This design comes from an exercise in tuning for small area on the open sky130 flow, not from production work.
In this exercise RTL edits were held to simulation tests only and were not proved equivalent to the original.
Power is estimated from default activity; no workload was simulated.

==> design/flow/design.v <==
module psk_packer (
    input  wire        clk,
    input  wire        rst,
    input  wire        tok_valid,
    output wire        tok_ready,
    input  wire [2:0]  tok_tag,
    input  wire [15:0] tok_data,
    input  wire        hold,        
    input  wire [4:0]  lc,          
    input  wire        pop,
    output wire        q_vis,       
    output wire [2:0]  h_tag,
    output wire [7:0]  h_d
);
    reg [7:0]  acc_q;       
    reg        lz_q;
    reg        run_q;       
    reg [7:0]  s0_q;        
    reg [7:0]  s1_q;        
    reg [2:0]  t1_q;        
    reg        v0_q, v1_q, g_q;
    wire busy     = run_q;
    wire [3:0] bi = ~lc[3:0];   
    wire q_empty  = !v0_q && !v1_q && !g_q;
    wire is_data  = (tok_tag == 3'd0);
    wire a_empty  = (acc_q == 8'd1);
    wire pk_ok    = !hold && (busy || (q_empty && (lc == 5'd0)));
    wire pk_go    = tok_valid && pk_ok;
    wire pk_b     = is_data & tok_data[bi];
    wire pk_shift = pk_go && (is_data || !a_empty);
    wire [7:0] unit = {acc_q[6:0], pk_b};
    wire unit_done = pk_shift && acc_q[7];
    wire pk_stop  = is_data ? ((!pk_b && lz_q) || (bi == 4'd0)) : a_empty;
    assign tok_ready = pk_ok && pk_stop;
    wire tok_fire = tok_valid && tok_ready;
    assign q_vis = !busy && !q_empty;
    assign h_tag = v0_q ? 3'd0 : (g_q ? 3'd0 : t1_q);
    assign h_d   = v0_q ? s0_q : (g_q ? 8'd0 : s1_q);
    always @(posedge clk) begin
        if (rst) begin
            acc_q <= 8'd1;
            lz_q  <= 1'b0;
            run_q <= 1'b0;
            v0_q  <= 1'b0;
            v1_q  <= 1'b0;
            g_q   <= 1'b0;
        end else begin
            if (pk_go) run_q <= !tok_fire;
            if (pk_shift) begin
                acc_q <= acc_q[7] ? 8'd1 : unit;
                if (is_data) lz_q <= !pk_b;
            end
            if (unit_done) begin
                if (!v0_q) begin
                    s0_q <= unit;
                    v0_q <= 1'b1;
                    g_q  <= !is_data && (unit[1:0] == 2'b00) && (unit != 8'd0);
                end else begin
                    s1_q <= unit;
                    t1_q <= 3'd0;
                    v1_q <= 1'b1;
                end
            end
            if (pk_go && !is_data && a_empty) begin
                s1_q <= tok_data[7:0];
                t1_q <= tok_tag;
                v1_q <= 1'b1;
            end
            if (pop) begin
                if (v0_q)      v0_q <= 1'b0;
                else if (g_q)  g_q  <= 1'b0;
                else           v1_q <= 1'b0;
            end
        end
    end
endmodule
module psk_pq (
    input  wire        clk,
    input  wire        rst,
    input  wire        start_ok,    
    input  wire        accepted,    
    input  wire [63:7] t,
    output reg  [4:0]  lc_q,        
    output reg         mul_q,       
    output reg  [6:0]  rem_q,       
    output reg         diff_q       
);
    reg [25:0] ce_q, co_q;
    function automatic ge_c14(input [13:0] x, input [13:0] c);
        integer i;
        reg     r;
        begin
            r = 1'b1;
            for (i = 0; i < 14; i = i + 1)
                r = c[i] ? (x[i] & r) : (x[i] | r);
            ge_c14 = r;
        end
    endfunction
    reg        pend_q;
    wire lc0  = (lc_q == 5'd0);
    wire lc5  = (lc_q == 5'd5);
    wire lc25 = (lc_q == 5'd25);
    wire [6:0] rin = lc0 ? {2'b00, t[63:59]} : rem_q;
    wire [31:0] dhi, dlo;
    genvar gi;
    generate
        for (gi = 0; gi < 32; gi = gi + 1) begin : g_dig
            if (gi < 26) begin : g_v
                assign dhi[gi] = t[58 - 2*gi];
                assign dlo[gi] = t[57 - 2*gi];
            end else begin : g_z
                assign dhi[gi] = 1'b0;
                assign dlo[gi] = 1'b0;
            end
        end
    endgenerate
    wire [1:0] dg  = {dhi[lc_q], dlo[lc_q]};
    wire [7:0] v1  = {rin, dg[1]};
    wire       q1  = (v1 >= 8'd125);
    wire [6:0] r1  = q1 ? (v1[6:0] + 7'd3) : v1[6:0];
    wire [7:0] v0  = {r1, dg[0]};
    wire       q0  = (v0 >= 8'd125);
    wire [6:0] r0  = q0 ? (v0[6:0] + 7'd3) : v0[6:0];
    wire [1:0] qd  = {q1, q0};
    wire [8:0] vr  = {2'b00, r0};
    wire real_now  = lc0 ? (!mul_q && start_ok) : pend_q;
    wire dx = (qd[0] ^ ce_q[25]) | (qd[1] ^ co_q[25]);
    always @(posedge clk) begin
        if (rst) begin
            lc_q   <= 5'd0;
            pend_q <= 1'b0;
            mul_q  <= 1'b0;
            diff_q <= 1'b1;
        end else begin
            lc_q   <= lc25 ? 5'd0 : lc_q + 5'd1;
            pend_q <= real_now && !lc25;
            if (lc25 && pend_q) mul_q <= 1'b1;
            else if (lc5)       mul_q <= 1'b0;
            if (accepted)      diff_q <= 1'b0;
            else if (real_now) diff_q <= diff_q | dx;
        end
        if (!mul_q) rem_q <= vr[6:0];
        ce_q <= {ce_q[24:0], real_now ? qd[0] : ce_q[25]};
        co_q <= {co_q[24:0], real_now ? qd[1] : co_q[25]};
    end
endmodule
module psk_sampler (
    input  wire        clk,
    input  wire        rst,
    input  wire        smp_valid,
    output wire        smp_ready,
    input  wire [6:0]  t_lo,        
    input  wire        cancel,
    input  wire [4:0]  lc_q,
    input  wire        mul_q,
    input  wire [6:0]  rem_q,
    input  wire        diff_q,
    input  wire        q_vis,
    input  wire [2:0]  h_tag,
    input  wire [7:0]  h_d,
    output wire        pop,
    output reg         cancel_q,
    output reg  [1:0]  fault_q,
    output reg         res_valid,
    output reg  [7:0]  res_amp,
    output wire        res_phase,
    output reg         res_ack,
    output wire [7:0]  res_handle
);
    localparam [1:0] K_OFF = 2'd0;
    localparam [1:0] K_PRE = 2'd1;
    localparam [1:0] K_TX  = 2'd2;
    localparam [1:0] K_END = 2'd3;
    wire lc0 = (lc_q == 5'd0);
    assign smp_ready = mul_q && (lc_q == 5'd5);
    wire smp_fire = smp_valid && smp_ready;
    function automatic ge_c14(input [13:0] x, input [13:0] c);
        integer i;
        reg     r;
        begin
            r = 1'b1;
            for (i = 0; i < 14; i = i + 1)
                r = c[i] ? (x[i] & r) : (x[i] | r);
            ge_c14 = r;
        end
    endfunction
    reg [1:0] kind_q;
    reg [5:0] c_q;        
    reg [7:0] h_q;        
    reg       phase_q, sn_q, fall_q, rise_q;
    assign res_phase  = phase_q;
    assign res_handle = h_q;
    reg [1:0] kind1;
    reg [5:0] c1, c2;
    reg [7:0] h1;
    reg [1:0] flt;
    reg       fire;
    reg       popr;
    reg       need;
    reg       tick, flip, bb, phase2, sn2, fall2, rise2;
    always @* begin
        kind1 = kind_q;
        c1    = c_q;
        h1    = h_q;
        flt   = 2'd0;
        fire  = 1'b0;
        popr  = 1'b0;
        need  = (kind_q == K_TX) ? c_q[3] : c_q[5];
        if (cancel_q) begin
            kind1 = K_OFF;
            c1    = 6'd0;
        end else if (need) begin
            if (kind_q == K_END) begin
                kind1 = K_OFF;
                c1    = 6'd0;
            end else if (q_vis) begin
                popr = 1'b1;
                case (h_tag)
                    3'd0: begin
                        if (kind_q == K_OFF) flt = 2'd2;
                        else begin
                            kind1 = K_TX;
                            h1    = h_d;
                            c1    = (h_d == 8'd0) ? 6'd7 : 6'd0;
                        end
                    end
                    3'd1: begin
                        h1 = h_d;
                        if (kind_q == K_OFF) begin
                            kind1 = K_PRE;
                            c1    = 6'd0;
                        end else fire = 1'b1;
                    end
                    3'd2: begin
                        h1   = h_d;
                        fire = 1'b1;
                    end
                    3'd3: begin
                        h1 = h_d;
                        if (kind_q == K_OFF) begin
                            fire = 1'b1;
                            c1   = 6'd0;
                        end else begin
                            kind1 = K_END;
                            c1    = 6'd0;
                        end
                    end
                    default: flt = 2'd1;
                endcase
            end
        end
        tick   = diff_q;
        c2     = c1;
        phase2 = phase_q;
        sn2    = sn_q;
        fall2  = fall_q;
        rise2  = rise_q;
        flip   = 1'b0;
        bb     = (popr && h_tag == 3'd0) ? h_d[7] : (c_q[3] ? 1'b0 : h_q[3'd7 - c_q[2:0]]);
        if (tick) begin
            sn2 = !sn_q;
            if (sn_q) begin
                case (kind1)
                    K_PRE, K_END: begin
                        if (!c1[5]) c2 = c1 + 6'd1;
                        if (c1 == 6'd31) fire = 1'b1;
                        flip = 1'b1;
                    end
                    K_TX: begin
                        if (!c1[3]) c2 = c1 + 6'd1;
                        flip = !bb;
                    end
                    default: flip = 1'b0;
                endcase
                phase2 = phase_q ^ flip;
                rise2  = fall_q | flip;
            end else begin
                case (kind1)
                    K_PRE, K_END: fall2 = 1'b1;
                    K_TX:         fall2 = !bb;
                    default:      fall2 = 1'b0;
                endcase
            end
        end
    end
    assign pop = smp_fire && popr;
    wire [7:0] amp;
    psk_amp u_amp(.rem_q(rem_q), .t_lo(t_lo), .sn2(sn2), .rise2(rise2), .fall2(fall2), .kind1(kind1), .c2(c2), .lc_q(lc_q), .res_amp(res_amp), .amp(amp));
    always @(posedge clk) begin
        if (rst) begin
            kind_q    <= K_OFF;
            c_q       <= 6'd32;
            phase_q   <= 1'b0;
            sn_q      <= 1'b1;
            fall_q    <= 1'b0;
            rise_q    <= 1'b0;
            cancel_q  <= 1'b0;
            fault_q   <= 2'd0;
            res_valid <= 1'b0;
        end else begin
            res_valid <= smp_fire;
            if (cancel) cancel_q <= 1'b1;
            if (smp_fire) begin
                if (flt != 2'd0) begin
                    fault_q <= flt;
                end else begin
                    kind_q  <= kind1;
                    c_q     <= c2;
                    h_q     <= h1;
                    phase_q <= phase2;
                    sn_q    <= sn2;
                    fall_q  <= fall2;
                    rise_q  <= rise2;
                end
            end
        end
        res_amp <= amp;
        res_ack <= fire;
    end
endmodule
module psk_amp(input [6:0] rem_q, input [6:0] t_lo, input sn2, rise2, fall2, input [1:0] kind1, input [5:0] c2, input [4:0] lc_q, input [7:0] res_amp, output [7:0] amp);
    localparam [1:0] K_OFF = 2'd0;
    localparam [1:0] K_PRE = 2'd1;
    localparam [1:0] K_TX  = 2'd2;
    localparam [1:0] K_END = 2'd3;
    wire lc0 = (lc_q == 5'd0);
    function automatic ge_c14(input [13:0] x, input [13:0] c);
        integer i;
        reg     r;
        begin
            r = 1'b1;
            for (i = 0; i < 14; i = i + 1)
                r = c[i] ? (x[i] & r) : (x[i] | r);
            ge_c14 = r;
        end
    endfunction
    wire [13:0] pos   = {rem_q, t_lo};
    wire        lt4k  = !ge_c14(pos, 14'd4000);
    wire        ge12k = ge_c14(pos, 14'd12000);
    wire        in_b  = !sn2;
    wire        dip   = in_b ? (rise2 && lt4k) : (fall2 && ge12k);
    wire [11:0] r     = in_b ? pos[11:0] : (12'd3712 - pos[11:0]);
    wire [12:0] z     = r + 13'd50 * r[3:0];
    wire [2:0]  zk    = ge_c14({1'b0, z}, 14'd4000) ? 3'd5 : ge_c14({1'b0, z}, 14'd3200) ? 3'd4 :
                        ge_c14({1'b0, z}, 14'd2400) ? 3'd3 : ge_c14({1'b0, z}, 14'd1600) ? 3'd2 :
                        ge_c14({1'b0, z}, 14'd800)  ? 3'd1 : 3'd0;
    wire [7:0]  shape = r[11:4] + zk;
    wire [7:0]  base  = dip ? shape : 8'd255;
    wire [5:0]  g     = (kind1 == K_END) ? (6'd32 - c2) : c2;
    wire        full  = (kind1 == K_TX) || g[5];
    wire        off   = (kind1 == K_OFF);
    reg         gbit;
    always @* begin
        case (lc_q[2:0])
            3'd1:    gbit = g[0];
            3'd2:    gbit = g[1];
            3'd3:    gbit = g[2];
            3'd4:    gbit = g[3];
            default: gbit = g[4];
        endcase
    end
    wire [8:0]  asum  = res_amp + ((gbit || full) ? base : 8'd0);
    assign amp   = lc0 ? (full ? base : 8'd0) : (off ? 8'd0 : asum[8:1]);
endmodule
module psk_mod (
    input  wire        clk,
    input  wire        rst,
    input  wire        tok_valid,
    output wire        tok_ready,
    input  wire [2:0]  tok_tag,
    input  wire [15:0] tok_data,
    input  wire        cancel,
    input  wire        smp_valid,
    output wire        smp_ready,
    input  wire [63:0] smp_t,
    output wire        res_valid,
    output wire [7:0]  res_amp,
    output wire        res_phase,
    output wire [31:0] res_freq,
    output wire        res_ack,
    output wire [7:0]  res_handle,
    output wire [1:0]  fault
);
    assign res_freq = 32'd1000;
    wire        cancelled;
    wire        q_vis;
    wire [2:0]  h_tag;
    wire [7:0]  h_d;
    wire        pop;
    wire [4:0]  lc;
    wire        mul;
    wire [6:0]  rem;
    wire        diff;
    psk_packer u_packer (
        .clk       (clk),
        .rst       (rst),
        .tok_valid (tok_valid),
        .tok_ready (tok_ready),
        .tok_tag   (tok_tag),
        .tok_data  (tok_data),
        .hold      (cancelled || (fault != 2'd0) || mul),
        .lc        (lc),
        .pop       (pop),
        .q_vis     (q_vis),
        .h_tag     (h_tag),
        .h_d       (h_d)
    );
    psk_pq u_div (
        .clk      (clk),
        .rst      (rst),
        .start_ok (smp_valid && (fault == 2'd0)),
        .accepted (smp_valid && smp_ready),
        .t        (smp_t[63:7]),
        .lc_q     (lc),
        .mul_q    (mul),
        .rem_q    (rem),
        .diff_q   (diff)
    );
    psk_sampler u_sampler (
        .clk        (clk),
        .rst        (rst),
        .smp_valid  (smp_valid),
        .smp_ready  (smp_ready),
        .t_lo       (smp_t[6:0]),
        .cancel     (cancel),
        .lc_q       (lc),
        .mul_q      (mul),
        .rem_q      (rem),
        .diff_q     (diff),
        .q_vis      (q_vis),
        .h_tag      (h_tag),
        .h_d        (h_d),
        .pop        (pop),
        .cancel_q   (cancelled),
        .fault_q    (fault),
        .res_valid  (res_valid),
        .res_amp    (res_amp),
        .res_phase  (res_phase),
        .res_ack    (res_ack),
        .res_handle (res_handle)
    );
endmodule
==> design/flow/flow/run.sh <==
#!/bin/bash
# The standard layout (standard.sh: ORFS synthesis, floorplan, place,
# CTS, route, finish), with these changes made through the environment that
# ORFS reads:
#  - synthesis maps the logic with the ABC script flow/abc_area.script (a
#    stronger area-oriented mapping; ABC only sees the combinational logic,
#    so the registers are those of the standard synthesis), and leaves the
#    adders to ABC instead of mapping them to fixed full/half adder cells;
#  - the input and output port buffers use the smallest buffer cell;
#  - clock tree synthesis inserts no dummy loads and uses clkbuf_8 buffers.
# The full make output goes to standard.log; ORFS's own per-step logs are
# under orfs/logs/.
set -o pipefail
rm -rf scripts_abc
cp -r "$FLOW_HOME/scripts" scripts_abc
cp flow/abc_area.script scripts_abc/abc_area.script
export SCRIPTS_DIR="$PWD/scripts_abc"
export ABC_AREA=1
export ADDER_MAP_FILE=
export BUFFER_PORTS_ARGS="-buffer_cell sky130_fd_sc_hd__buf_1"
export CTS_ARGS="-sink_clustering_enable -repair_clock_nets -dont_use_dummy_load -buf_list sky130_fd_sc_hd__clkbuf_8"
bash standard.sh > standard.log 2>&1
==> design/flow/flow/abc_area.script <==
strash
&get -n
&fraig -x
&st
&syn2
&dch -f
&nf -R 1000
&st
&syn2
&dch -f
&nf -R 1000
&put
==> design/flow/standard.sh <==
#!/bin/bash
# synth_recipe.tcl (not shown) runs the flow's synth.tcl, then flattens the netlist and writes it again
# the make line also repeats each setting of config.mk as NAME=value (left out here)
make -C /OpenROAD-flow-scripts/flow DESIGN_CONFIG=/design/flow/config.mk WORK_HOME=/design/flow/orfs CLKGATE_MAP_FILE= SYNTH_SCRIPT=/design/flow/synth_recipe.tcl "${@:-finish}"
==> design/flow/config.mk <==
export PLATFORM = sky130hd
export DESIGN_NAME = psk_mod
export DESIGN_NICKNAME = psk_mod
export VERILOG_FILES = /design/flow/design.v
export SDC_FILE = /design/flow/constraint.sdc
export NUM_CORES = 4
export LEC_CHECK = 0
export ABC_AREA = 1
export CAP_MARGIN = 20
export CORE_MARGIN = 2
export CORE_UTILIZATION = 65
export SLEW_MARGIN = 20
==> design/flow/constraint.sdc <==
create_clock -name core_clock -period 100.0 [get_ports {clk}]
set_input_delay 20.0000 -clock core_clock [delete_from_list [all_inputs] [get_ports {clk}]]
set_output_delay 20.0000 -clock core_clock [all_outputs]
set_load 0.01 [all_outputs]
==> out/metrics.cfg, run 1 <==
[clocking]
root_buffer = clkbuf_8
clk_latency_ps = 420
cts_made_buffers = 17
cts_htree_levels = 4
post_cts_resize_count = 0
cts_tree = yes
cts_hold_buffers = 0
clock_sinks = 132
path_clk_slew_ps = 90
cts_setup_buffers = 0
cts_buffer_depth = 2

[setup_path]
path_class = input port to output port
cp.arrival_ps = 21430
crit_path_max_incr_delay_ps = 430
start_kind = input port
slowest_stage = o32ai_1
critPathMostFrequentCell = buf_1
rrSetupSlack_ps = 93070
critPathRequiredTime_ps = 80000
endpoint_kind = output port
worstPathCellList = buf_1, o22ai_1, nor4_1, o32ai_1, a21o_1, nand2_1, a21boi_0, buf_1
startpoint = tok_data[15]
r2r-start = u_div.diff_q
critPathMaxFanout = 3
worstRegToRegCells = 30

[synthesis]
synthCells = 771
synthesis.yosys.warnings = 4
seq_area_frac_synth_pct = 44.2
synth.distinct_cells = 53
synth_edf_count = 34
synth_area_um2 = 6750
synth_area_leaders = dfxtp_1 (29%), edfxtp_1 (15%), nor2_1 (6.6%), xnor2_1 (4.2%), a21oi_1 (3.6%)
synth_seq_cells = 132
synth_largest_type_area_fraction_pct = 29.1
async_reset_ff_share_pct = 0
synthFlopType = dfxtp_1
synth_area_leader_cell = dfxtp_1
synth.avg_cell_area_um2 = 8.75

[grt]
track_usage_pct = 29.6
grt_first_pass_wirelength_mm = 26.5
grt_max_degree = 37
antenna_found_initial = 0
grt_pass1_vias = 5715
grt.overflow.total = 0

[sta]
worst_pin_slew_ps = 945
relSlewSlack_pct = 36.8
skew_ps = 25.7
hold_viol = 0
finalCriticalPeriod_ps = 41430
rsz0062_at_grt = false
setup_viol = 0
period_share_pct = 41.4
fin_tns_setup_ps = 0
maxSlewViolCount = 0
fmax_mhz = 24.1

[worst_hold_path]
hp-class = register to register
min_from = u_div.ce_q[6]
whs_path_depth = 0

[routing]
antenna_left = 0
vias = 6171
first_pass_iters = 5
vias_per_cell = 5.96
drc_errors = 0
drt_wl_total_mm = 16.2
first_iter_violations = 395
wl_per_cell_um = 15.7

[power]
p_per_area_nw_per_um2 = 19.2
p_leak_uw = 0.00270
ir_drop_mv = 0.0108

[floorplan]
die_y_um = 106
die_area_um2 = 11200
initial_core_util_pct = 66.2
rows = 37
ios = 143
core_area_um2 = 10200
die_w_um = 106

[layout]
syn2layout_area_growth_pct = 11.0
nets = 990
diodes = 0
fin_util_pct = 73.5
drive_gt1_share_pct = 3.00

[place]
gp_congestion = 0.933
portBuffers = 110
hpwl_mm = 12.1

[status]
status = complete, no violations

[job]
drv_cap = 0

==> synth_stat cells (all sizes together), types with 9 or more instances <==
library cell,n
o21ai,37
nor4,9
a21o,16
nand2b,12
a211oi,12
edfxtp,34
or2,11
a21oi,48
clkinv,22
and2,12
xor2,27
nor3,38
buf,32
o22ai,34
nand2,58
a31oi,12
dfxtp,98
nor2,119
xnor2,32
==> flip-flops by register name, indices dropped and copies added, names as in the netlist, 2 cells and up <==
register / cells
u_sampler.h_q: 8
u_div.rem_q: 7
u_sampler.c_q: 6
u_div.co_q: 26
u_packer.acc_q: 8
u_sampler.res_amp: 8
u_sampler.fault_q: 2
u_div.ce_q: 26
u_packer.t1_q: 3
u_packer.s0_q: 8
u_div.lc_q: 5
u_sampler.kind_q: 2
u_packer.s1_q: 8
==> cell usage in the layout, fill, tap and decap left out, drive strengths merged, types with 6 or more instances in the layout <==
master  count
nand2      58
xor2       27
buf       114
mux2i       6
a21o       16
or3         7
nand3       8
conb       32
o22ai      34
or2        11
nand2b     12
a22o        8
nor4        9
nor2b       8
and2       12
a211oi     12
dfxtp      98
clkbuf     17
nor3       38
nor2      119
a21oi      48
clkinv     22
o21ai      37
a31oi      12
a22oi       8
edfxtp     34
nor3b       6
xnor2      32
==> where the power goes <==
group	internal [µW]	switching, µW	total [µW]
logic	18.0	25.8	43.8
clock network	14.9	16.7	31.7
registers	63.5	4.56	68.1
==> worst max-delay path: cells and delay by family <==
family                 cells  cell delay (ps)
AO/OA/AOI/OAI              4             1030
buffers and inverters      2              240
AND/OR/NAND/NOR            2              160
==> metrics by stage <==
step / hold slack (ps) / power, µW / setup WS, ps / area, µm² / std cells
CTS: 316 / 143 / 58600 / 7480 / 1036
detailed placement: 312 / 112 / 58600 / 7240 / 1019
global route: 326 / 152 / 58410 / 7490 / 1036
finish: 312 / 144 / 58570 / 7490 / 1036
global placement: 311 / 110 / 58640 / 7240 / 1019
floorplan: 310 / 103 / 58900 / 6860 / 801
==> logic make-up after synthesis <==
kind of cell    count (synthesis)  synth area share, %
simple gates                  301                 20.7
compound gates                207                 19.7
other cells                     2                0.111
flops                         132                 44.2
buf+inv                        54                 4.78
mux                            11                 2.06
fa+ha+maj                       5                0.742
xor+xnor                       59                 7.66
==> layer usage <==
layer / vias up / GRT usage [%] / share of wire [%]
li1: 2996 / - / -
met1: 2855 / 38.9 / 44
met2: 295 / 49.1 / 47
met3: 25 / 6.00 / 7.4
met4: 0 / 9.96 / 1.5
met5: - / 0 / 0
==> cell type report <==
cell class / instances / area [µm²]
Inverter: 22 / 82.6
Sequential cell: 132 / 2980
Fill cell: 791 / 2700
Multi-Input combinational cell: 615 / 3570
Tap cell: 136 / 170
Timing Repair Buffer: 114 / 443
Clock buffer: 17 / 234
==> worst paths after layout <==
kind / to
setup / recovery: tok_ready
hold reg to reg: u_div.ce_q[7]
hold / removal: u_div.ce_q[7]
setup reg to reg: u_sampler.res_amp[6]
==> run 2: changes to the inputs <==
--- a/design/flow/flow/run.sh
+++ b/design/flow/flow/run.sh
@@ -17,6 +17,7 @@
 export SCRIPTS_DIR="$PWD/scripts_abc"
 export ABC_AREA=1
 export ADDER_MAP_FILE=
+export REMOVE_ABC_BUFFERS=1
 export BUFFER_PORTS_ARGS="-buffer_cell sky130_fd_sc_hd__buf_1"
 export CTS_ARGS="-sink_clustering_enable -repair_clock_nets -dont_use_dummy_load -buf_list sky130_fd_sc_hd__clkbuf_8"
 bash standard.sh > standard.log 2>&1
--- a/design/flow/config.mk
+++ b/design/flow/config.mk
@@ -8,5 +8,6 @@
 export ABC_AREA = 1
 export CAP_MARGIN = 20
 export CORE_MARGIN = 2
-export CORE_UTILIZATION = 65
+export CORE_UTILIZATION = 40
+export GPL_TIMING_DRIVEN = 0
 export SLEW_MARGIN = 20
==> run 2 against run 1 <==
  * Wire length hardly changed
  * Clock-buffer cell count is the same
  * Setup slack lost 120 ps
  * Clock skew grew 1.4 ps
  * First-iteration DRC count fell by 18%
  * Via count down 4.9%
  * Cell count rose by 8.0%
  * Worst hold slack lost 11 ps
  * Maximum frequency down 0.29%
==> out/metrics.cfg, run 2 <==
[status]
status = complete, no violations

[place]
portBuffers = 110  ; unchanged
place_area_um2 = 7340  ; +1.3%
gp_congestion = 0.853  ; -8.6%
hpwl_mm = 12.1  ; about the same

[layout]
largestRegisters = u_div.ce_q (26), u_div.co_q (26)
mostFrequentLayoutCells = nor2_1 (118), buf_1 (109), dfxtp_1 (98), nand2_1 (58), a21oi_1 (48)
syn2layout_area_growth_pct = 12.4
final-seq-area_um2 = 2980  ; unchanged
multi_input_area_um2 = 3570  ; unchanged
fin_util_pct = 45.9  ; -28 points
final_common_cell = nor2_1
fill_cells = 1630  ; +110%
drive_gt1_share_pct = 3.00  ; +0.0033 points
diodes = 0  ; unchanged
final_area_um2 = 7580  ; +1.3%
nets = 989  ; -0.10%

[routing]
antenna_left = 0  ; unchanged
first_iter_violations = 322  ; -18%
first_pass_iters = 5  ; unchanged
drt_wl_total_mm = 16.2  ; about the same
wl_per_cell_um = 14.5  ; -7.5%
vias = 5867  ; -4.9%
vias_per_cell = 5.24  ; -12%
drc_errors = 0  ; unchanged

[clocking]
cts_tree = yes
cts_buffer_depth = 2  ; unchanged
root_buffer = clkbuf_8
path_clk_slew_ps = 80  ; about the same
cts_setup_buffers = 0  ; unchanged
cts_htree_levels = 4  ; unchanged
clk_latency_ps = 440  ; +20 ps
cts_hold_buffers = 0  ; unchanged
post_cts_resize_count = 0  ; unchanged
clock_sinks = 132  ; unchanged
cts_made_buffers = 17  ; unchanged

[grt]
grt_pass1_vias = 5397  ; -5.6%
antenna_found_initial = 0  ; unchanged
grt_first_pass_wirelength_mm = 26.4  ; -0.67%
grt.overflow.total = 0  ; unchanged
track_usage_pct = 18.4  ; -11 points
grt_max_degree = 37  ; unchanged

[worst_hold_path]
hp-class = register to register

[floorplan]
die_area_um2 = 17900  ; +60%
ios = 143  ; unchanged
die_y_um = 134  ; +26%
die_w_um = 134  ; +26%
initial_core_util_pct = 40.8  ; -25 points
core_area_um2 = 16500  ; +62%
rows = 47  ; +27%

[synthesis]
synth.distinct_cells = 53  ; unchanged
synth.avg_cell_area_um2 = 8.75  ; unchanged
synthCells = 771  ; unchanged
synth_area_um2 = 6750  ; unchanged
synth_seq_cells = 132  ; unchanged
synth_largest_type_area_fraction_pct = 29.1  ; unchanged
synthesis.yosys.warnings = 4  ; unchanged
synth_area_leader_cell = dfxtp_1
synth_area_leaders = dfxtp_1 (29%), edfxtp_1 (15%), nor2_1 (6.6%), xnor2_1 (4.2%), a21oi_1 (3.6%)
synth_most_common_cell = nor2_1
synth_edf_count = 34  ; unchanged
synthFlopType = dfxtp_1
synth.top_cells.by_count = nor2_1 (119), dfxtp_1 (98), nand2_1 (58)
seq_area_frac_synth_pct = 44.2  ; unchanged
async_reset_ff_share_pct = 0  ; unchanged

[setup_path]
path_class = input port to output port
start_kind = input port
cp.arrival_ps = 21550  ; +120 ps
critPathRequiredTime_ps = 80000  ; about the same
critPathMaxFanout = 3  ; unchanged
endpoint_kind = output port

[sta]
worst_pin_slew_ps = 938  ; -7.08 ps
period_share_pct = 41.5  ; +0.12 points
hold_viol = 0  ; unchanged
relSlewSlack_pct = 37.3  ; +0.45 points
fin_tns_setup_ps = 0  ; unchanged
finalCriticalPeriod_ps = 41550  ; +121 ps
maxSlewViolCount = 0  ; unchanged
hold_slack_ps = 301  ; -11.1 ps
setup_viol = 0  ; unchanged
skew_ps = 27.1  ; +1.43 ps
fmax_mhz = 24.1  ; -0.29%
rsz0062_at_grt = false

[power]
ir_drop_mv = 0.00966  ; -11%
p_per_area_nw_per_um2 = 18.7  ; -2.3%
p_leak_uw = 0.00270  ; about the same
p_total_uw = 142  ; -1.0%

[job]
drv_cap = 0  ; unchanged

run 2: cell counts after synthesis:
Identical to the previous run, type by type.
run 2: where the power goes:
part	total [µW]	internal, µW	switching, µW
clock network	31.5	14.9	16.6
logic	42.6	17.9	24.7
registers	68.0	63.5	4.46
run 2: layout make-up:
type / count / area share (%)
clock buffers: 17 / 3.09
multi-input cells: 615 / 47.1
inverters: 22 / 1.09
repair buffers: 113 / 5.69
flip-flops and latches: 132 / 39.4
well taps: 220 / 3.63
run 2: critical path, cell delays in order:
cell	delay [ps]
buf_1	100
o22ai_1	220
nor3_1	90
o32ai_1	480
a21o_1	190
nand2_1	60
a21boi_0	210
buf_1	190
run 2: worst paths after layout:
| path | startpoint | end | slack [ps] | depth (start not counted) |
|---|---|---|---|---|
| worst max-delay path | tok_data[7] | tok_ready | 58450 | 8 |
| worst min register to register | u_div.ce_q[4] | u_div.ce_q[5] | 300 | 0 |
| worst min-delay path | u_div.ce_q[4] | u_div.ce_q[5] | 300 | 0 |
| worst max register to register | u_packer.v0_q | u_sampler.res_amp[5] | 93130 | 25 |
run 2: cells by family after synthesis:
| family | share of synthesized area, % |
|---|---|
| DFF | 44.2 |
| xor gates and xnor gates | 7.66 |
| AOI/OAI and AO/OA | 19.7 |
| other | 0.111 |
| and+or+nand+nor | 20.7 |
| buffers and inverters | 4.78 |
| adders and majority gates | 0.742 |
| muxes | 2.06 |
run 2: layer usage:
layer / GRT usage (%) / vias up / routed length [µm]
li1: - / 2998 / -
met2: 29.3 / 165 / 7410
met1: 25.5 / 2689 / 7860
met4: 5.73 / 0 / 172
met5: 0 / - / 0
met3: 3.51 / 15 / 756
run 2: through the flow:
stage                     std cells  setup WS [ps]
after global placement         1099          58470
after CTS                      1118          58480
final                          1119          58450
after global routing           1119          58340
after detailed placement       1101          58510
after floorplan                 769          58900
==> run 3: changes to the inputs <==
==> design/flow/flow/abc_area.script (replaced) <==
strash
&get -n
&fraig -x
&st
&dc2
&syn2
&dch -f
&nf -R 1000
&st
&dc2
&syn2
&dch -f
&nf -R 1000
&st
&dc2
&syn2
&dch -f
&nf -R 1000
&put
==> run 3 against run 2 <==
  * Still clean
  * Register-to-register slack got worse by 770 ps
  * Worst hold slack improved by 13 ps
  * Clock skew decreased by 6.3 ps
  * Power increased by 0.76%
  * Synthesized area increased by 0.76%
  * Synthesized cell count increased by 2.1%
  * Flip-flop and latch count unchanged
  * Non-clock buffer count unchanged
  * Critical path depth increased by 2
  * Final area increased by 0.68%
  * Setup slack improved by 170 ps
  * Critical path type unchanged
  * Largest cell class unchanged
  * Largest power group unchanged
==> out/metrics.cfg, run 3 <==
[status]
status = complete, no violations

[synthesis]
synth_seq_cells = 132  ; unchanged
synth_most_common_cell = nor2_1
synth.top_cells.by_count = nor2_1 (126), dfxtp_1 (98), nand2_1 (60)
seq_area_frac_synth_pct = 43.9  ; -0.33 points
synth_largest_type_area_fraction_pct = 28.9  ; -0.22 points
synth_area_um2 = 6800  ; +0.76%
synth.avg_cell_area_um2 = 8.64  ; -1.3%
async_reset_ff_share_pct = 0  ; unchanged
synthesis.yosys.warnings = 4  ; unchanged
synthCells = 787  ; +2.1%
synth_edf_count = 34  ; unchanged
synth_area_leaders = dfxtp_1 (29%), edfxtp_1 (15%), nor2_1 (7.0%), xnor2_1 (4.4%), a21oi_1 (3.6%)
synth_area_leader_cell = dfxtp_1
synth.distinct_cells = 51  ; -3.8%
synthFlopType = dfxtp_1

[routing]
vias_per_cell = 5.24  ; -0.13%
drc_errors = 0  ; unchanged
vias = 5943  ; +1.3%
wl_per_cell_um = 14.9  ; +3.2%
antenna_left = 0  ; unchanged
drt_wl_total_mm = 17.0  ; +4.6%
first_iter_violations = 266  ; -17%
first_pass_iters = 5  ; unchanged

[layout]
mostFrequentLayoutCells = nor2_1 (126), buf_1 (109), dfxtp_1 (98), nand2_1 (60), a21oi_1 (49)
drive_gt1_share_pct = 2.62  ; -0.38 points
fin_util_pct = 46.0  ; +0.15 points
syn2layout_area_growth_pct = 12.3  ; about the same
nets = 1005  ; +1.6%
final_common_cell = nor2_1
final_cells = 1135  ; +1.4%
largestRegisters = u_div.ce_q (26), u_div.co_q (26)
diodes = 0  ; unchanged

[setup_path]
r2r-end = u_sampler.res_amp[6]
rrSetupSlack_ps = 92360  ; -770 ps
r2r-start = u_sampler.sn_q
crit_path_max_incr_delay_ps = 320  ; -160 ps
cp.arrival_ps = 21380  ; -170 ps
crit_buf_inv = 2  ; unchanged
critPathMaxFanout = 3  ; unchanged
start_kind = input port
slowest_stage = nor3_1
endpoint_kind = output port
critPathRequiredTime_ps = 80000  ; about the same
crit_family = compound AO/OA/AOI/OAI gates
path_class = input port to output port
worstRegToRegCells = 32  ; +28%
worstPathCellList = buf_1, o22ai_1, nor3_1, o21ai_0, o21ai_0, nor3_1, a21oi_1, o21a_1, nor2b_1, buf_1

[floorplan]
rows = 47  ; unchanged
core_area_um2 = 16600  ; +0.36%
die_y_um = 134  ; +0.37%
die_w_um = 134  ; +0.37%
ios = 143  ; unchanged
die_area_um2 = 18100  ; +0.73%
initial_core_util_pct = 41.0  ; +0.16 points

[power]
p_per_area_nw_per_um2 = 18.8  ; about the same
ir_drop_mv = 0.00943  ; -2.3%
p_leak_uw = 0.00269  ; -0.27%

[grt]
grt_first_pass_wirelength_mm = 27.5  ; +4.2%
antenna_found_initial = 0  ; unchanged
grt.overflow.total = 0  ; unchanged
track_usage_pct = 19.1  ; +0.71 points
grt_max_degree = 33  ; -11%
grt_pass1_vias = 5524  ; +2.4%

[sta]
maxSlewViolCount = 0  ; unchanged
hold_slack_ps = 314  ; +13.2 ps
fin_tns_setup_ps = 0  ; unchanged
period_share_pct = 41.4  ; -0.17 points
setup_viol = 0  ; unchanged
fmax_mhz = 24.2  ; +0.41%
finalCriticalPeriod_ps = 41380  ; -168 ps
worst_pin_slew_ps = 1100  ; +163 ps
hold_viol = 0  ; unchanged
relSlewSlack_pct = 25.9  ; -11 points
rsz0062_at_grt = false
fin_ws_ps = 58620  ; +168 ps
skew_ps = 20.8  ; -6.29 ps

[clocking]
clk_latency_ps = 430  ; about the same
cts_htree_levels = 4  ; unchanged
cts_buffer_depth = 2  ; unchanged
cts_setup_buffers = 0  ; unchanged
cts_tree = yes
post_cts_resize_count = 0  ; unchanged
clock_sinks = 132  ; unchanged
cts_made_buffers = 17  ; unchanged
path_clk_slew_ps = 80  ; about the same
cts_hold_buffers = 0  ; unchanged
root_buffer = clkbuf_8

[place]
dp_slack_ps = 58610  ; +103 ps
portBuffers = 110  ; unchanged
hpwl_mm = 12.7  ; +5.0%
gp_congestion = 0.863  ; +1.1%
dpl.cell_count = 1117  ; +1.5%

[worst_hold_path]
min_from = u_div.ce_q[3]
hp-class = register to register
min_to = u_div.ce_q[4]
whs_path_depth = 0  ; unchanged

[job]
drv_cap = 0  ; unchanged

run 3: cell types whose count changed after synthesis, moves of 6 or more:
| cell | change |
|---|---|
| a21o_1 | -7 |
| nand3_1 | +11 |
| nor2_1 | +7 |
| nor3b_1 | -6 |
| o21ai_0 | +8 |
| o221ai_1 | +7 |
| o22ai_1 | -7 |
run 3: worst reg2reg max path, delay by kind of cell, from the launching register on:
family,cells,cell delay (ps)
and+or+nand+nor,14,2670
AOI/OAI and AO/OA,11,2320
xor gates and xnor gates,5,1370
adders and majority gates,2,620
DFF,1,510
run 3: cell families (layout without fill, tap and decap cells):
family / Yosys count / count (layout) / synth area share (%)
flip-flops: 132 / 132 / 43.9
buffers and inverters: 57 / 155 / 4.91
other: 2 / 32 / 0.110
multiplexers: 12 / 12 / 2.15
AND/OR/NAND/NOR: 310 / 310 / 20.8
AO/OA/AOI/OAI: 211 / 211 / 19.9
XOR/XNOR: 57 / 57 / 7.34
adder cells (fa/ha/maj): 6 / 6 / 0.884
run 3: per-stage QoR:
step	total power, µW	area (µm²)
6_report	143	7630
5_1_grt	152	7630
4_1_cts	144	7620
3_5_place_dp	111	7380
3_3_place_gp	111	7360
2_1_floorplan	101	6670
run 3: power breakdown:
| group | switching (µW) | total, µW | internal (µW) |
|---|---|---|---|
| Sequential | 4.84 | 68.5 | 63.6 |
| Clock | 17.3 | 32.2 | 14.9 |
| Combinational | 25.0 | 42.4 | 17.4 |
| Total | 47.2 | 143 | 96.0 |
run 3: area by class of cell:
class,count,area [µm²]
Fill cell,1703,8950
Inverter,25,93.8
Multi-Input combinational cell,628,3600
Sequential cell,132,2980
Timing Repair Buffer,113,442
Tap cell,220,275
Clock buffer,17,234
run 3: worst max-delay path by stage:
| stage | startpoint | end | slack (ps) | cells after the start |
|---|---|---|---|---|
| floorplan | tok_data[1] | tok_ready | 58960 | 8 |
| global placement | tok_data[1] | tok_ready | 58610 | 10 |
| detailed placement | tok_data[1] | tok_ready | 58610 | 10 |
| CTS | tok_data[1] | tok_ready | 58600 | 10 |
| global route | tok_data[1] | tok_ready | 58450 | 10 |
| finish | tok_data[1] | tok_ready | 58620 | 10 |
run 3: layer usage:
| layer | routed length [µm] | up-vias | part of all wire (%) | global-route usage, % |
|---|---|---|---|---|
| li1 | - | 3048 | - | - |
| met1 | 8160 | 2718 | 48 | 25.6 |
| met2 | 7830 | 157 | 46 | 31.4 |
| met3 | 716 | 20 | 4.2 | 3.59 |
| met4 | 246 | 0 | 1.5 | 5.91 |
| met5 | 0 | - | 0 | 0 |
==> run 4: changes to the inputs <==
--- a/design/flow/flow/run.sh
+++ b/design/flow/flow/run.sh
@@ -18,6 +18,7 @@
 export ABC_AREA=1
 export ADDER_MAP_FILE=
 export REMOVE_ABC_BUFFERS=1
+export SKIP_REPAIR_TIE_FANOUT=1
 export BUFFER_PORTS_ARGS="-buffer_cell sky130_fd_sc_hd__buf_1"
 export CTS_ARGS="-sink_clustering_enable -repair_clock_nets -dont_use_dummy_load -buf_list sky130_fd_sc_hd__clkbuf_8"
 bash standard.sh > standard.log 2>&1
==> design/flow/flow/abc_area.script (replaced) <==
strash
&get -n
&fraig -x
&st
&syn2
&dch -f
&nf -R 1000
&st
&syn2
&dch -f
&nf -R 1000
&put
==> run 4 against run 3 <==
  * Still clean
  * Global-route usage down 1.1 points
  * Die area down 0.73%
  * Clock skew up 5.6 ps
  * Critical path depth down 2
  * Combinational power about the same
  * Sequential share of layout area up 0.87 points
  * Critical path type unchanged
==> out/metrics.cfg, run 4 <==
[sta]
fmax_mhz = 24.1  ; -0.13%
relSlewSlack_pct = 25.4  ; -0.49 points
fin_tns_setup_ps = 0  ; unchanged
maxSlewViolCount = 0  ; unchanged
fin_ws_ps = 58570  ; -53.3 ps
period_share_pct = 41.4  ; +0.053 points
finalCriticalPeriod_ps = 41430  ; +53.3 ps
skew_ps = 26.4  ; +5.65 ps
hold_viol = 0  ; unchanged
worst_pin_slew_ps = 1110  ; +7.24 ps
setup_viol = 0  ; unchanged
rsz0062_at_grt = false

[place]
gp_congestion = 0.857  ; -0.65%
place_area_um2 = 7230  ; -2.2%
dp_slack_ps = 58550  ; -55.3 ps
portBuffers = 110  ; unchanged
hpwl_mm = 11.7  ; -7.5%

[synthesis]
synthCells = 771  ; -2.0%
seq_area_frac_synth_pct = 44.2  ; +0.33 points
synth_area_um2 = 6750  ; -0.75%
synth.top_cells.by_count = nor2_1 (119), dfxtp_1 (98), nand2_1 (58)
synth_area_leader_cell = dfxtp_1
synth_seq_cells = 132  ; unchanged
async_reset_ff_share_pct = 0  ; unchanged
synth_most_common_cell = nor2_1
synth.avg_cell_area_um2 = 8.75  ; +1.3%
synth.distinct_cells = 53  ; +3.9%
synthesis.yosys.warnings = 4  ; unchanged
synthFlopType = dfxtp_1
synth_edf_count = 34  ; unchanged
synth_largest_type_area_fraction_pct = 29.1  ; +0.22 points
synth_area_leaders = dfxtp_1 (29%), edfxtp_1 (15%), nor2_1 (6.6%), xnor2_1 (4.2%), a21oi_1 (3.6%)

[floorplan]
rows = 47  ; unchanged
die_area_um2 = 17900  ; -0.73%
core_area_um2 = 16500  ; -0.35%
initial_core_util_pct = 40.8  ; -0.16 points
die_y_um = 134  ; -0.36%
die_w_um = 134  ; -0.36%
ios = 143  ; unchanged

[clocking]
cts_buffer_depth = 2  ; unchanged
path_clk_slew_ps = 80  ; about the same
post_cts_resize_count = 0  ; unchanged
root_buffer = clkbuf_8
clock_sinks = 132  ; unchanged
cts_setup_buffers = 0  ; unchanged
cts_htree_levels = 4  ; unchanged
cts_made_buffers = 17  ; unchanged
clk_latency_ps = 450  ; +20 ps
cts_hold_buffers = 0  ; unchanged
cts_tree = yes

[layout]
syn2layout_area_growth_pct = 10.6
mostFrequentLayoutCells = nor2_1 (118), buf_1 (109), dfxtp_1 (98), nand2_1 (58), a21oi_1 (48)
final_area_um2 = 7460  ; -2.2%
largestRegisters = u_div.ce_q (26), u_div.co_q (26)
fill_cells = 1631  ; -4.2%
drive_gt1_share_pct = 3.00  ; +0.37 points
final_common_cell = nor2_1
nets = 958  ; -4.7%

[setup_path]
start_kind = input port
worstRegToRegCells = 24  ; -25%
endpoint_kind = output port
critPathRequiredTime_ps = 80000  ; about the same
cp.arrival_ps = 21430  ; +50 ps
critPathMaxFanout = 3  ; unchanged
path_class = input port to output port

[power]
ir_drop_mv = 0.00828  ; -12%
p_per_area_nw_per_um2 = 19.0  ; +1.3%
p_leak_uw = 0.00260  ; -3.5%

[grt]
grt_first_pass_wirelength_mm = 25.9  ; -5.5%
grt_pass1_vias = 5322  ; -3.7%
grt.overflow.total = 0  ; unchanged
grt_max_degree = 37  ; +12%
antenna_found_initial = 0  ; unchanged
track_usage_pct = 18.1  ; -1.1 points

[job]
drv_cap = 0  ; unchanged

[routing]
first_iter_violations = 445  ; +67%
first_pass_iters = 4  ; -1
antenna_left = 0  ; unchanged
vias = 5776  ; -2.8%
drt_wl_total_mm = 15.8  ; -6.7%
wl_per_cell_um = 14.5  ; -2.7%
vias_per_cell = 5.30  ; +1.3%
drc_errors = 0  ; unchanged

[worst_hold_path]
whs_path_depth = 0  ; unchanged
hp-class = register to register

[status]
status = complete, no violations

[run 4: per-stage QoR]
stage | utilization [%] | power, µW | cells | hold WS [ps]
2_1_floorplan | - | 102 | 739 | 310
3_3_place_gp | 43.5 | 111 | 1069 | 311
3_5_place_dp | 43.7 | 111 | 1071 | 312
4_1_cts | 45.1 | 143 | 1088 | 313
5_1_grt | 45.2 | 152 | 1088 | 309
6_report | 45.2 | 142 | 1089 | 310
[run 4: kinds of logic (layout without fill, tap and decap cells)]
group	after synthesis	in the layout	synth area share, %
other cells	2	3	0.111
simple gates	301	301	20.7
flops	132	132	44.2
compound gates	207	207	19.7
xor+xnor	59	59	7.66
fa+ha+maj	5	5	0.742
buf+inv	54	151	4.78
mux	11	11	2.06
[run 4: report_power, final]
part	internal (µW)	switching, µW
clock	14.9	16.7
combinational	17.9	24.4
sequential	63.5	4.35
total	96.3	45.5
[run 4: final cells by class]
class | instances | area (µm²) | area share [%]
diodes | 1 | 2.50 | 0.0335
clock buffers | 17 | 234 | 3.13
flip-flops and latches | 132 | 2980 | 40.0
repair buffers | 112 | 427 | 5.72
multi-input cells | 585 | 3460 | 46.4
well taps | 220 | 275 | 3.69
inverters | 22 | 82.6 | 1.11
[run 4: final timing paths]
check                           slack [ps]              endpoint      startpoint
worst max register to register       93130  u_sampler.res_amp[7]   u_packer.v0_q
worst max-delay path                 58570             tok_ready     tok_data[7]
worst min-delay path                   310        u_div.co_q[25]  u_div.co_q[24]
worst min register to register         310        u_div.co_q[25]  u_div.co_q[24]
[run 4: metal layers]
| layer | global-route usage, % | share of wire (%) | up-vias |
|---|---|---|---|
| li1 | - | - | 2977 |
| met1 | 23.7 | 47 | 2623 |
| met2 | 29.9 | 46 | 161 |
| met3 | 4.35 | 5.3 | 15 |
| met4 | 4.79 | 0.99 | 0 |
| met5 | 0 | 0 | - |
[run 4: worst max-delay path, stage by stage]
cell,delay [ps]
buf_1,100
o22ai_1,180
nor3_1,80
o32ai_1,450
a21o_1,180
nand2_1,60
a21boi_0,200
buf_1,180
==> run 5: changes to the inputs <==
==> design/flow/flow/abc_area.script (replaced) <==
strash
&get -n
&fraig -x
&st
&dc2
&syn2
&dch -f
&nf -R 1000
&st
&dc2
&syn2
&dch -f
&nf -R 1000
&st
&dc2
&syn2
&dch -f
&nf -R 1000
&put
==> run 5 against run 4 <==
  * Still clean
  * Combinational power up 0.9%
  * Register-to-register slack worse by 840 ps
  * Core utilization up 0.11 points
  * Sequential power grew 0.9%
  * Synthesized area rose by 0.76%
  * Maximum frequency is 0.13% lower
  * Clock power about the same
  * Critical path depth grew 2
  * Worst hold slack got worse by 12 ps
  * Via count grew 4.2%
  * Setup slack got worse by 52 ps
  * Non-clock buffer count unchanged
  * Critical path type unchanged
  * Highest routed layer unchanged
==> out/metrics.cfg, run 5 <==
[synthesis]
synth_largest_type_area_fraction_pct = 28.9  ; -0.22 points
synth_area_leaders = dfxtp_1 (29%), edfxtp_1 (15%), nor2_1 (7.0%), xnor2_1 (4.4%), a21oi_1 (3.6%)
synth_area_leader_cell = dfxtp_1
synth.top_cells.by_count = nor2_1 (126), dfxtp_1 (98), nand2_1 (60)
synth_seq_cells = 132  ; unchanged
synthesis.yosys.warnings = 4  ; unchanged
synth_most_common_cell = nor2_1
async_reset_ff_share_pct = 0  ; unchanged
synthFlopType = dfxtp_1
synth_edf_count = 34  ; unchanged
seq_area_frac_synth_pct = 43.9  ; -0.33 points
synth.distinct_cells = 51  ; -3.8%
synth.avg_cell_area_um2 = 8.64  ; -1.3%
synth_area_um2 = 6800  ; +0.76%
synthCells = 787  ; +2.1%

[setup_path]
critPathRequiredTime_ps = 80000  ; about the same
r2r-start = u_sampler.sn_q
endpoint_kind = output port
worstRegToRegCells = 33  ; +38%
start_kind = input port
critPathMaxFanout = 3  ; unchanged
r2r-end = u_sampler.res_amp[6]
startpoint = tok_data[1]
timing.critical_path.to = tok_ready
rrSetupSlack_ps = 92290  ; -840 ps
path_class = input port to output port
cp.arrival_ps = 21480  ; +50 ps

[clocking]
root_buffer = clkbuf_8
cts_hold_buffers = 0  ; unchanged
clock_sinks = 132  ; unchanged
cts_tree = yes
cts_setup_buffers = 0  ; unchanged
path_clk_slew_ps = 80  ; about the same
clk_latency_ps = 450  ; about the same
post_cts_resize_count = 0  ; unchanged
cts_htree_levels = 4  ; unchanged
cts_made_buffers = 17  ; unchanged
cts_buffer_depth = 2  ; unchanged

[routing]
antenna_left = 0  ; unchanged
drt_wl_total_mm = 17.0  ; +7.6%
topRoutingLayerUsed = met4
wl_per_cell_um = 15.4  ; +6.1%
vias_per_cell = 5.45  ; +2.8%
first_pass_iters = 5  ; +1
wl_met1_mm = 7.98  ; +6.2%
first_iter_violations = 326  ; -27%
vias = 6018  ; +4.2%
met3WireLength_um = 918  ; +9.7%
dr_wl_met2_mm = 7.83  ; +7.1%
drc_errors = 0  ; unchanged

[layout]
nets = 974  ; +1.7%
fin_util_pct = 45.3  ; +0.11 points
final_area_um2 = 7510  ; +0.60%
syn2layout_area_growth_pct = 10.5
largestRegisters = u_div.ce_q (26), u_div.co_q (26)
mostFrequentLayoutCells = nor2_1 (126), buf_1 (109), dfxtp_1 (98), nand2_1 (60), a21oi_1 (49)
diodes = 0  ; -1
final_common_cell = nor2_1
drive_gt1_share_pct = 2.71  ; -0.28 points

[sta]
setup_viol = 0  ; unchanged
fin_tns_setup_ps = 0  ; unchanged
worst_pin_slew_ps = 1040  ; -65.2 ps
relSlewSlack_pct = 29.8  ; +4.4 points
fmax_mhz = 24.1  ; -0.13%
skew_ps = 24.5  ; -1.96 ps
finalCriticalPeriod_ps = 41480  ; +51.9 ps
rsz0062_at_grt = false
hold_viol = 0  ; unchanged
maxSlewViolCount = 0  ; unchanged
period_share_pct = 41.5  ; +0.052 points

[floorplan]
rows = 47  ; unchanged
core_area_um2 = 16600  ; +0.36%
die_y_um = 134  ; +0.37%
die_area_um2 = 18100  ; +0.73%
initial_core_util_pct = 41.0  ; +0.16 points
die_w_um = 134  ; +0.37%
ios = 143  ; unchanged

[job]
drv_cap = 0  ; unchanged

[place]
portBuffers = 110  ; unchanged
place_area_um2 = 7280  ; +0.69%
hpwl_mm = 12.6  ; +7.4%
gp_congestion = 0.869  ; +1.4%

[worst_hold_path]
hp-class = register to register

[power]
p_per_area_nw_per_um2 = 19.1  ; +0.32%
p_total_uw = 143  ; +0.93%
p_leak_uw = 0.00257  ; -0.91%
ir_drop_mv = 0.0102  ; +23%

[status]
status = complete, no violations

[grt]
grt.overflow.total = 0  ; unchanged
antenna_found_initial = 0  ; unchanged
grt_pass1_vias = 5589  ; +5.0%
track_usage_pct = 19.1  ; +1.0 points
grt_max_degree = 33  ; -11%
grt_first_pass_wirelength_mm = 27.5  ; +5.9%

[run 5: layer usage]
| layer | up-vias | track usage (%) |
|---|---|---|
| li1 | 3017 | - |
| met4 | 0 | 6.20 |
| met2 | 177 | 31.1 |
| met5 | - | 0 |
| met1 | 2800 | 25.5 |
| met3 | 24 | 3.85 |
[run 5: how the worst min path moves through the flow]
stage	startpoint	to	slack [ps]	depth (start not counted)
after global routing	u_div.ce_q[8]	u_div.ce_q[9]	300	0
final	u_div.ce_q[8]	u_div.ce_q[9]	300	0
after CTS	u_div.ce_q[8]	u_div.ce_q[9]	300	0
after global placement	u_div.co_q[17]	u_div.co_q[18]	310	0
after detailed placement	u_div.ce_q[11]	u_div.ce_q[12]	310	0
after floorplan	u_div.ce_q[9]	u_div.ce_q[10]	310	0
[run 5: where the power goes]
group / total, µW / leakage (µW) / switching, µW / internal [µW]
Clock: 31.9 / 0.000122 / 17.0 / 14.9
Sequential: 68.5 / 0.00112 / 4.84 / 63.7
Combinational: 42.7 / 0.00133 / 25.4 / 17.3
[run 5: worst max-delay path, cell delays in order]
cell and delay [ps]:
buf_1 100, o22ai_1 170, nor3_1 70, o21ai_0 90, o21ai_0 120, nor3_1 330
a21oi_1 130, o21a_1 200, nor2b_1 120, buf_1 170
[run 5: kinds of logic after synthesis]
| kind of cell | share of synthesized area [%] |
|---|---|
| AOI/OAI and AO/OA | 19.9 |
| and+or+nand+nor | 20.8 |
| muxes | 2.15 |
| other | 0.110 |
| adders and majority gates | 0.884 |
| buffers and inverters | 4.91 |
| xor gates and xnor gates | 7.34 |
| DFF | 43.9 |
[run 5: stage by stage]
stage	cells	hold WS [ps]	setup slack, ps
2_1_floorplan	755	310	58960
3_3_place_gp	1085	311	58590
3_5_place_dp	1087	312	58540
4_1_cts	1104	302	58530
5_1_grt	1104	303	58400
6_report	1104	298	58520
[run 5: final cells by class]
class                           count  area, µm²
Fill cell                        1722       9070
Multi-Input combinational cell    598       3490
Sequential cell                   132       2980
Timing Repair Buffer              112        433
Tap cell                          220        275
Clock buffer                       17        234
Inverter                           25       93.8
==> run 6: changes to the inputs <==
--- a/design/flow/flow/run.sh
+++ b/design/flow/flow/run.sh
@@ -17,8 +17,6 @@
 export SCRIPTS_DIR="$PWD/scripts_abc"
 export ABC_AREA=1
 export ADDER_MAP_FILE=
-export REMOVE_ABC_BUFFERS=1
-export SKIP_REPAIR_TIE_FANOUT=1
 export BUFFER_PORTS_ARGS="-buffer_cell sky130_fd_sc_hd__buf_1"
 export CTS_ARGS="-sink_clustering_enable -repair_clock_nets -dont_use_dummy_load -buf_list sky130_fd_sc_hd__clkbuf_8"
 bash standard.sh > standard.log 2>&1
==> design/flow/flow/abc_area.script (replaced) <==
strash
&get -n
&fraig -x
&st
&syn2
&dch -f
&nf -R 1000
&st
&syn2
&dch -f
&nf -R 1000
&put
--- a/design/flow/config.mk
+++ b/design/flow/config.mk
@@ -9,5 +9,4 @@
 export CAP_MARGIN = 20
 export CORE_MARGIN = 2
 export CORE_UTILIZATION = 40
-export GPL_TIMING_DRIVEN = 0
 export SLEW_MARGIN = 20
==> run 6 against run 5 <==
  * Still clean on timing, DRC and antenna
  * Flip-flop and latch count is the same
  * Sequential share of layout area shrank 0.42 points
  * Sequential power shrank 0.7%
  * Core utilization grew 0.65 points
  * Setup slack gained 53 ps
  * Die area shrank 0.73%
  * Synthesized cell count shrank 2.0%
  * Final area grew 1.1%
  * Via count shrank 3.3%
  * Critical path depth shrank 2
  * Combinational power grew 1%
==> out/metrics.cfg, run 6 <==
[layout]
mostFrequentLayoutCells = nor2_1 (119), buf_1 (110), dfxtp_1 (98), nand2_1 (58), a21oi_1 (48)
largestRegisters = u_div.ce_q (26), u_div.co_q (26)
final_common_cell = nor2_1
drive_gt1_share_pct = 2.89  ; +0.17 points
fill_cells = 1690  ; -1.9%
diodes = 0  ; unchanged
syn2layout_area_growth_pct = 12.5
fin_util_pct = 45.9  ; +0.65 points
nets = 991  ; +1.7%

[setup_path]
worstRegToRegCells = 25  ; -24%
startpoint = tok_data[7]
timing.critical_path.to = tok_ready
cp.arrival_ps = 21430  ; -50 ps
critPathRequiredTime_ps = 80000  ; about the same
path_class = input port to output port
endpoint_kind = output port
rrSetupSlack_ps = 92850  ; +560 ps
critPathMaxFanout = 3  ; unchanged
r2r-end = u_sampler.res_amp[5]
r2r-start = u_packer.v0_q
start_kind = input port

[synthesis]
synth_area_leaders = dfxtp_1 (29%), edfxtp_1 (15%), nor2_1 (6.6%), xnor2_1 (4.2%), a21oi_1 (3.6%)
synth.avg_cell_area_um2 = 8.75  ; +1.3%
synthCells = 771  ; -2.0%
synth.top_cells.by_count = nor2_1 (119), dfxtp_1 (98), nand2_1 (58)
synth_area_um2 = 6750  ; -0.75%
synthFlopType = dfxtp_1
synth_edf_count = 34  ; unchanged
seq_area_frac_synth_pct = 44.2  ; +0.33 points
synth_largest_type_area_fraction_pct = 29.1  ; +0.22 points
async_reset_ff_share_pct = 0  ; unchanged
synth_seq_cells = 132  ; unchanged
synthesis.yosys.warnings = 4  ; unchanged
synth.distinct_cells = 53  ; +3.9%
synth_area_leader_cell = dfxtp_1
synth_most_common_cell = nor2_1

[sta]
finalCriticalPeriod_ps = 41430  ; -52.5 ps
hold_slack_ps = 312  ; +14.9 ps
relSlewSlack_pct = 28.4  ; -1.3 points
setup_viol = 0  ; unchanged
worst_pin_slew_ps = 1070  ; +27.0 ps
period_share_pct = 41.4  ; -0.052 points
maxSlewViolCount = 0  ; unchanged
hold_viol = 0  ; unchanged
fin_tns_setup_ps = 0  ; unchanged
fmax_mhz = 24.1  ; +0.13%
skew_ps = 21.3  ; -3.17 ps
rsz0062_at_grt = false

[power]
p_seq_share_pct = 47.6  ; -0.3 points
p_leak_uw = 0.00270  ; +5.0%
p_sw_uw = 46.4  ; -1.7%
pwr-share-clk_pct = 22.2  ; about the same
p_comb_share_pct = 30.2  ; +0.3 points
p_sw_share_pct = 32.5  ; -0.51 points
ir_drop_mv = 0.00939  ; -8.0%
p_per_area_nw_per_um2 = 18.8  ; -1.2%
p_int_uw = 96.5  ; +0.57%

[grt]
grt_pass1_vias = 5414  ; -3.1%
grt_first_pass_wirelength_mm = 26.6  ; -3.1%
antenna_found_initial = 0  ; unchanged
track_usage_pct = 18.7  ; -0.43 points
grt_max_degree = 37  ; +12%
grt.overflow.total = 0  ; unchanged

[clocking]
path_clk_slew_ps = 70  ; about the same
cts_buffer_depth = 2  ; unchanged
clock_sinks = 132  ; unchanged
root_buffer = clkbuf_8
cts_htree_levels = 4  ; unchanged
cts_hold_buffers = 0  ; unchanged
clk_latency_ps = 440  ; about the same
cts_setup_buffers = 0  ; unchanged
cts_tree = yes
cts_made_buffers = 17  ; unchanged
post_cts_resize_count = 0  ; unchanged

[routing]
vias_per_cell = 5.19  ; -4.7%
first_iter_violations = 246  ; -25%
wl_per_cell_um = 14.6  ; -5.2%
drt_wl_total_mm = 16.4  ; -3.8%
first_pass_iters = 5  ; unchanged
antenna_left = 0  ; unchanged
vias = 5821  ; -3.3%
drc_errors = 0  ; unchanged

[place]
portBuffers = 110  ; unchanged
gp_congestion = 0.869  ; about the same
hpwl_mm = 12.4  ; -2.0%

[floorplan]
die_w_um = 134  ; -0.36%
core_area_um2 = 16500  ; -0.35%
die_area_um2 = 17900  ; -0.73%
rows = 47  ; unchanged
initial_core_util_pct = 40.8  ; -0.16 points
die_y_um = 134  ; -0.36%
ios = 143  ; unchanged

[status]
status = complete, no violations

[job]
drv_cap = 0  ; unchanged

[worst_hold_path]
hp-class = register to register

## run 6: routing by layer
| layer | wire, µm | track usage [%] | vias to the layer above | part of all wire [%] |
|---|---|---|---|---|
| met2 | 7310 | 29.8 | 172 | 45 |
| met4 | 267 | 6.26 | 0 | 1.6 |
| met5 | 0 | 0 | - | 0 |
| li1 | - | - | 3005 | - |
| met3 | 810 | 4.38 | 18 | 4.9 |
| met1 | 7990 | 25.0 | 2626 | 49 |
## run 6: how the worst min path moves through the flow
stage                   start              to  cells after the start
3_3_place_gp   u_div.co_q[14]  u_div.co_q[15]                      0
4_1_cts        u_div.ce_q[22]  u_div.ce_q[23]                      0
6_report       u_div.ce_q[22]  u_div.ce_q[23]                      0
2_1_floorplan   u_div.ce_q[9]  u_div.ce_q[10]                      0
5_1_grt        u_div.ce_q[18]  u_div.ce_q[19]                      0
3_5_place_dp   u_div.ce_q[20]  u_div.ce_q[21]                      0
## run 6: power groups by stage
stage | clock [µW] | sequential [µW] | combinational (µW)
after floorplan | 0 | 67.8 | 34.8
after global placement | 0 | 69.1 | 42.8
after detailed placement | 0 | 69.1 | 42.7
after CTS | 33.0 | 68.1 | 43.1
after global routing | 34.6 | 68.9 | 48.3
final | 31.7 | 68.0 | 43.2
## run 6: critical path, stage by stage
cell and delay [ps]:
buf_1 80, o22ai_1 170, nor3_1 100, o32ai_1 430
a21o_1 180, nand2_1 70, a21boi_0 220, buf_1 180
## run 6: cell families after synthesis
kind of cell / Yosys count / synth area share [%]
other cells: 2 / 0.111
simple gates: 301 / 20.7
mux: 11 / 2.06
compound gates: 207 / 19.7
buf+inv: 54 / 4.78
flops: 132 / 44.2
fa+ha+maj: 5 / 0.742
xor+xnor: 59 / 7.66
## run 6: cell type report
| cell class | count | area (µm²) | share of cell area [%] |
|---|---|---|---|
| clock buffers | 17 | 234 | 3.08 |
| flip-flops and latches | 132 | 2980 | 39.3 |
| multi-input cells | 615 | 3560 | 47.0 |
| well taps | 220 | 275 | 3.63 |
| inverters | 22 | 82.6 | 1.09 |
| repair buffers | 115 | 450 | 5.93 |
## run 6: per-stage QoR
step | instances | power [µW] | worst slack, ps | area (µm²)
final | 1121 | 143 | 58570 | 7590
after floorplan | 801 | 103 | 58900 | 6860
after global routing | 1121 | 152 | 58360 | 7590
after global placement | 1104 | 112 | 58580 | 7350
after detailed placement | 1104 | 112 | 58540 | 7350
after CTS | 1121 | 144 | 58530 | 7580

-- port drivers added, routing unchanged --
The results above use ideal ports. As a check the final layouts listed here were re-extracted and re-timed, cells and wires unchanged.
Step 1 (the two cells are an assumption about what drives the block):
set clk [get_ports {clk}]
set_driving_cell -lib_cell sky130_fd_sc_hd__clkbuf_16 $clk
set_driving_cell -lib_cell sky130_fd_sc_hd__buf_2 [delete_from_list [all_inputs] $clk]
Step 2 moves the port delays by t, midway between the first and last clock arrival at a register: inputs arrive t later, outputs are due t later. That takes back most of the time a late clock gives input paths.
a / b / c = ideal ports / drivers / drivers and shift; a / b = the first two.
run | t (ns) | slack for setup (ns) | hold slack, ns | worst setup path at the end
run 1 | 0.453 | 58.574 / 58.554 / 58.554 | 0.312 / 0.312 / 0.312 | input to output
run 2 | 0.463 | 58.453 / 58.433 / 58.433 | 0.301 / 0.301 / 0.301 | input to output
run 3 | 0.460 | 58.621 / 58.597 / 58.597 | 0.314 / 0.314 / 0.314 | input to output
run 4 | 0.464 | 58.568 / 58.542 / 58.542 | 0.310 / 0.310 / 0.310 | input to output
run 5 | 0.470 | 58.516 / 58.493 / 58.493 | 0.298 / 0.297 / 0.297 | input to output
run 6 | 0.466 | 58.568 / 58.548 / 58.548 | 0.312 / 0.312 / 0.312 | input to output
After both steps every run listed still meets setup and hold. The setup slack of run 4, which loses most, moves by -0.026 ns with the drivers and by -0.026 ns with both steps.
